This design comes from an exercise in tuning for small area, a short achievable clock period and few clock cycles per item on the open sky130 flow, not from production work.
In this exercise RTL edits were held to simulation tests only and were not proved equivalent to the original.
No activity file was given, so power comes from the tool's default toggle rates.

`design/flow/design.v`:
```
module frame_extractor (
    input  wire        clk,
    input  wire        rst,
    input  wire        start,
    input  wire [23:0] cfg_raw_len,
    input  wire [31:0] cfg_start_off,
    input  wire [15:0] cfg_payload_len,
    input  wire [31:0] cfg_expected_len,
    output wire        busy,
    input  wire        in_valid,
    output wire        in_ready,
    input  wire [31:0] in_data,
    output reg         out_valid,
    output reg  [31:0] out_data,
    output reg  [2:0]  out_count,
    output wire        done,
    output wire        res_ok,
    output wire [23:0] res_len
);
    localparam [1:0] S_IDLE = 2'd0, S_RUN = 2'd1, S_FINISH = 2'd2;
    reg [1:0]  state;
    reg [23:0] raw_len_q;
    reg [31:0] start_off_q;
    reg [15:0] payload_len_q;
    reg [31:0] expected_len_q;
    reg [31:0] wbuf;
    reg        wvalid;
    reg [1:0]  lane;
    reg [23:0] pos;           
    reg        copying;       
    reg [7:0]  win1, win0;    
    reg [1:0]  win_cnt;       
    reg [8:0]  next_seq;      
    reg [15:0] copy_cnt;      
    reg [23:0] out_len;       
    wire       running   = (state == S_RUN);
    wire       all_read  = (pos == raw_len_q);
    wire [7:0] cur_byte  = wbuf[8*lane +: 8];
    wire       do_byte   = running && wvalid && !all_read;
    wire       last_byte = (pos + 24'd1 == raw_len_q);
    wire [7:0] seq_byte  = next_seq[7:0];
    wire       tag_hit   = !next_seq[8] && (win_cnt == 2'd2) &&
                           (win1 == 8'h02) && (win0 == seq_byte) &&
                           (cur_byte == ~seq_byte);
    wire       skipping  = ({8'd0, pos} < start_off_q);
    assign busy     = running;
    assign in_ready = running && !all_read &&
                      (!wvalid || (lane == 2'd3 && !last_byte));
    assign done     = (state == S_FINISH);
    assign res_ok   = ({8'd0, out_len} == expected_len_q);
    assign res_len  = out_len;
    always @(posedge clk) begin
        if (rst) begin
            state     <= S_IDLE;
            wvalid    <= 1'b0;
            out_valid <= 1'b0;
        end else begin
            out_valid <= 1'b0;
            out_data  <= 32'd0;
            out_count <= 3'd0;
            case (state)
                S_IDLE, S_FINISH: begin
                    state <= S_IDLE;
                    if (start) begin
                        raw_len_q      <= cfg_raw_len;
                        start_off_q    <= cfg_start_off;
                        payload_len_q  <= cfg_payload_len;
                        expected_len_q <= cfg_expected_len;
                        pos            <= 24'd0;
                        wvalid         <= 1'b0;
                        lane           <= 2'd0;
                        copying        <= 1'b0;
                        win_cnt        <= 2'd0;
                        next_seq       <= 9'd1;
                        copy_cnt       <= 16'd0;
                        out_len        <= 24'd0;
                        state          <= S_RUN;
                    end
                end
                S_RUN: begin
                    if (all_read) begin
                        state <= S_FINISH;
                    end else begin
                        if (do_byte) begin
                            if (skipping) begin
                            end else if (copying) begin
                                out_valid <= 1'b1;
                                out_data  <= {24'd0, cur_byte};
                                out_count <= 3'd1;
                                out_len   <= out_len + 24'd1;
                                copy_cnt  <= copy_cnt + 16'd1;
                                if (copy_cnt + 16'd1 == payload_len_q) begin
                                    copying  <= 1'b0;
                                    next_seq <= next_seq + 9'd1;
                                    win_cnt  <= 2'd0;
                                end
                            end else if (tag_hit) begin
                                win_cnt  <= 2'd0;
                                copy_cnt <= 16'd0;
                                if (payload_len_q == 16'd0)
                                    next_seq <= next_seq + 9'd1;
                                else
                                    copying <= 1'b1;
                            end else begin
                                win1 <= win0;
                                win0 <= cur_byte;
                                if (win_cnt != 2'd2)
                                    win_cnt <= win_cnt + 2'd1;
                            end
                            pos  <= pos + 24'd1;
                            lane <= lane + 2'd1;
                            if (lane == 2'd3 || last_byte)
                                wvalid <= 1'b0;
                        end
                        if (in_valid && in_ready) begin
                            wbuf   <= in_data;
                            wvalid <= 1'b1;
                            lane   <= 2'd0;
                        end
                    end
                end
                default: state <= S_IDLE;
            endcase
        end
    end
endmodule
```
`design/flow/run.sh`:
```
#!/bin/bash
# synth_recipe.tcl (not shown) runs the flow's synth.tcl, then flattens the netlist and writes it again
# the make line also repeats each setting of config.mk as NAME=value (left out here)
make -C /OpenROAD-flow-scripts/flow DESIGN_CONFIG=/design/flow/config.mk WORK_HOME=/design/flow/orfs CLKGATE_MAP_FILE= SYNTH_SCRIPT=/design/flow/synth_recipe.tcl finish
```
`design/flow/config.mk`:
```
export PLATFORM = sky130hd
export DESIGN_NAME = frame_extractor
export DESIGN_NICKNAME = frame_extractor
export VERILOG_FILES = /design/flow/design.v
export SDC_FILE = /design/flow/constraint.sdc
export NUM_CORES = 4
export LEC_CHECK = 0
export CAP_MARGIN = 20
export CORE_MARGIN = 2
export CORE_UTILIZATION = 40
export PLACE_DENSITY = 0.6
export SLEW_MARGIN = 20
```
`design/flow/constraint.sdc`:
```
create_clock -name core_clock -period 10.0 [get_ports {clk}]
set_input_delay 2.0000 -clock core_clock [delete_from_list [all_inputs] [get_ports {clk}]]
set_output_delay 2.0000 -clock core_clock [all_outputs]
set_load 0.01 [all_outputs]
```
==> results.txt <==
-- cell usage after synthesis (5+ instances only) --
cell	n
edfxtp_1	239
nor2_1	94
xnor2_1	80
xor2_1	58
nand2_1	48
inv_1	39
nand3_1	33
ha_1	29
nand4_1	29
a21oi_1	27
buf_4	27
nor4_1	24
o21ai_0	24
nor3_1	17
buf_2	12
clkbuf_1	12
nor2b_1	9
or3_1	9
xnor3_1	8
and2_1	7
buf_1	6
and3_1	5
mux2_2	5
mux4_2	5
or2_2	5
-- worst max-delay path by stage --
| stage | endpoint | slack (ps) | from | depth (start not counted) |
|---|---|---|---|---|
| 4_1_cts | in_ready | 3960 | pos[0] | 9 |
| 3_5_place_dp | in_ready | 4580 | pos[0] | 9 |
| 6_report | in_ready | 3930 | pos[0] | 9 |
| 5_1_grt | in_ready | 3770 | pos[0] | 9 |
| 2_1_floorplan | expected_len_q[0] | 2880 | start | 3 |
| 3_3_place_gp | in_ready | 4650 | pos[0] | 9 |
-- power by group --
part | total [W] | switching [W] | internal [W] | leakage, nW
registers | 0.00121 | 0.0000399 | 0.00117 | 2.27
clock network | 0.000970 | 0.000404 | 0.000567 | 0.421
logic | 0.000218 | 0.000103 | 0.000115 | 2.42
total | 0.00240 | 0.000546 | 0.00185 | 5.11
-- flip-flops by register name, indices dropped and copies added (netlist names) --
signal,count
copy_cnt,16
out_len,24
out_data,8
start_off_q,32
win_cnt,2
next_seq,9
lane,2
state,2
out_valid,1
win1,8
wvalid,1
win0,8
out_count,1
expected_len_q,32
payload_len_q,16
wbuf,32
raw_len_q,24
pos,24
copying,1
-- metal layers --
| layer | vias up | routed length, um | GRT usage |
|---|---|---|---|
| li1 | 3739 | - | - |
| met1 | 3711 | 11700 | 0.226 |
| met2 | 201 | 12300 | 0.271 |
| met3 | 41 | 1410 | 0.0299 |
| met4 | 2 | 571 | 0.0403 |
| met5 | - | 13 | 0 |
-- cells by family (layout without fill, tap and decap cells) --
family	after synthesis	count (layout)
flip-flops	243	243
AO/OA/AOI/OAI	87	87
buffers and inverters	99	274
XOR/XNOR	148	148
other	1	27
AND/OR/NAND/NOR	315	315
adder cells (fa/ha/maj)	29	29
multiplexers	13	13
-- through the flow --
step	area, sq um	util
2_1_floorplan	12100	-
3_3_place_gp	14100	0.476
3_5_place_dp	14100	0.476
4_1_cts	14900	0.505
5_1_grt	15000	0.506
6_report	15000	0.506
-- cell type report --
type | instances | share of cell area
tap | 390 | 0.0326
clock inverter | 17 | 0.0106
clock buffer | 34 | 0.0483
multi-input combinational | 618 | 0.291
antenna | 1 | 0.000167
timing repair buffer | 184 | 0.123
sequential | 243 | 0.485
inverter | 39 | 0.00978
-- worst max-delay path: cells and delay by family (launching register included) --
kind                     cells  cell delay [ps]
AND/OR/NAND/NOR              4             1440
flip-flops                   1              480
AO/OA/AOI/OAI                2              350
buffers and inverters        1              510
adder cells (fa/ha/maj)      1              370
multiplexers                 1              350
==> results.ini <==
[run_status]
status=complete, no violations

[cts]
postCtsSetupRepairBufs=0
clk_pin_slew_ps=60
clockBufferDepth=3
cts_num_sinks=243
root_buffer=clkbuf_16
cts_buffers=28
cts-hold-fix-buffers=0
cts_resized=0
cts_tree=done
htreeDepth=1
insertion_delay_ps=560

[synth]
muxShareOfSynthArea=0.0166
synth_top_family_by_area=simple AND/OR/NAND/NOR gates
yosys_most_used_dff=edfxtp_1
synthXorXnorAreaFrac=0.119
synth_adder_area_share=0.0303
yosys_register_bits=243
synth_edf_count=239
synthCells=935
synth_area_sq_um=12000
yosys_warnings=1
synth_top_area_share=0.599
synth-compound-area-share=0.0463
yosysTopAreaCell=edfxtp_1
syn_area_per_cell_sq_um=12.8
yosys-top-cells-area=edfxtp_1 (60%), xnor2_1 (5.8%), xor2_1 (4.2%), ha_1 (3.0%), nor2_1 (2.9%)
yosys.area_share.simple=0.140
synthDistinctLibCells=70
async_reset_ff_frac=0
ys_seq_area_frac=0.606

[place]
dpl_worst_slack_ps=4580
numPortBuffers=177
dp_cells=1473
gp_congestion=0.842
place_hpwl_mm=18.9

[hold_path]
hold_class=register to register
min_from=win0[7]
hold_path_depth=0
holdPathEnd=win1[7]

[die]
fp.dieH_um=177
start_util=0.405
io_pins=204
row_count=63
dieArea_sq_um=31400
core_region_area_sq_um=29600
die_width_um=177

[grt]
gr-total-overflow=0
grtUsageTotal=0.165
antenna_found_initial=2
grt_pass1_vias=7534
grt_pass1_wl_mm=40.7
grt_max_degree=84

[sta]
finalMaxSlewViolations=0
timing.final.crit_period_ps=6070
whs_ps=481
fin_skew_ps=25.8
final.period_utilization=0.607
finalSetupViolCount=0
fin_setup_tns_ps=0
rsz0062_at_grt=false
relSlewSlack=0.458
setup_ws_ps=3930
final-hold-violation-count=0
max_freq_mhz=165
worst_pin_slew_ps=813

[finish]
drive_gt1_frac=0.0749
multi_input_area_sq_um=4350
final_common_cell=edfxtp_1
fin_cells=1526
fin_nets=1283
regArea_sq_um=7260
mostFrequentLayoutCells=edfxtp_1 (239), clkdlybuf4s50_1 (177), nor2_1 (92)
fillers=2587
area_growth_pct=24.9

[drt]
wire_per_inst_um=17.0
via_count=7694
ant_nets=0
vias_per_cell=5.04
drcViolationCount=0
initialDrtViolationCount=396
first_pass_iters=5
finalWirelength_mm=26.0

[critical_path]
crit_fanout=7
rrSetupSlack_ps=6080
endpoint_kind=output pin
reg2regPathDepth=8
r2r_end=copy_cnt[9]
rr_startpoint=pos[20]
critPathKind=register to output pin
cpMaxStageDelayCell=or4_1
crit_path_max_incr_delay_ps=720
critPathLaunchType=register
cp_data_required_time_ps=8000
arrival_ps=4070
path_cells=ha_1, nand3_1, or4_1, nor2_4, mux2_2, a31oi_1, and3_4, o22ai_1, clkdlybuf4s50_1

[power_and_ir_drop]
p_total_w=0.00240
peakVddDrop_uv=139
power.leakage_nw=5.11
power_density_nw_per_um2=160

[job]
drv_cap=0

Testbench counts, summed over its fixed seeds: cycles 82,356, bytes 81,204.

-- afterwards: timing with drivers on the ports --
No port has a modelled driver above. Below, the same layout with a new extraction and two added sets of constraints. Step 1 (the two cells are an assumption about what drives the block):
set clk [get_ports {clk}]
set_driving_cell -lib_cell sky130_fd_sc_hd__clkbuf_16 $clk
set_driving_cell -lib_cell sky130_fd_sc_hd__buf_2 [delete_from_list [all_inputs] $clk]
Step 2 adds t to the input delays and takes it off the output delays; t is the mean of the earliest and latest rising clock arrival at the registers after step 1. Input paths then give back, and output paths get back, about the clock's delay inside the block. Slacks: no drivers / after step 1 / after step 2; pairs: no drivers / after step 1.
shift t [ns]: 0.597
slack for setup (ns): 3.928 / 3.878 / 4.475
latest minus earliest clock arrival (ns): 0.026 / 0.026
worst register clock-pin slew, ns: 0.06 / 0.06
worst data-port slew with drivers (ns): 0.09
After both steps this run still meets setup and hold. The setup slack of this run moves by -0.050 ns with the drivers and by +0.547 ns with both steps.
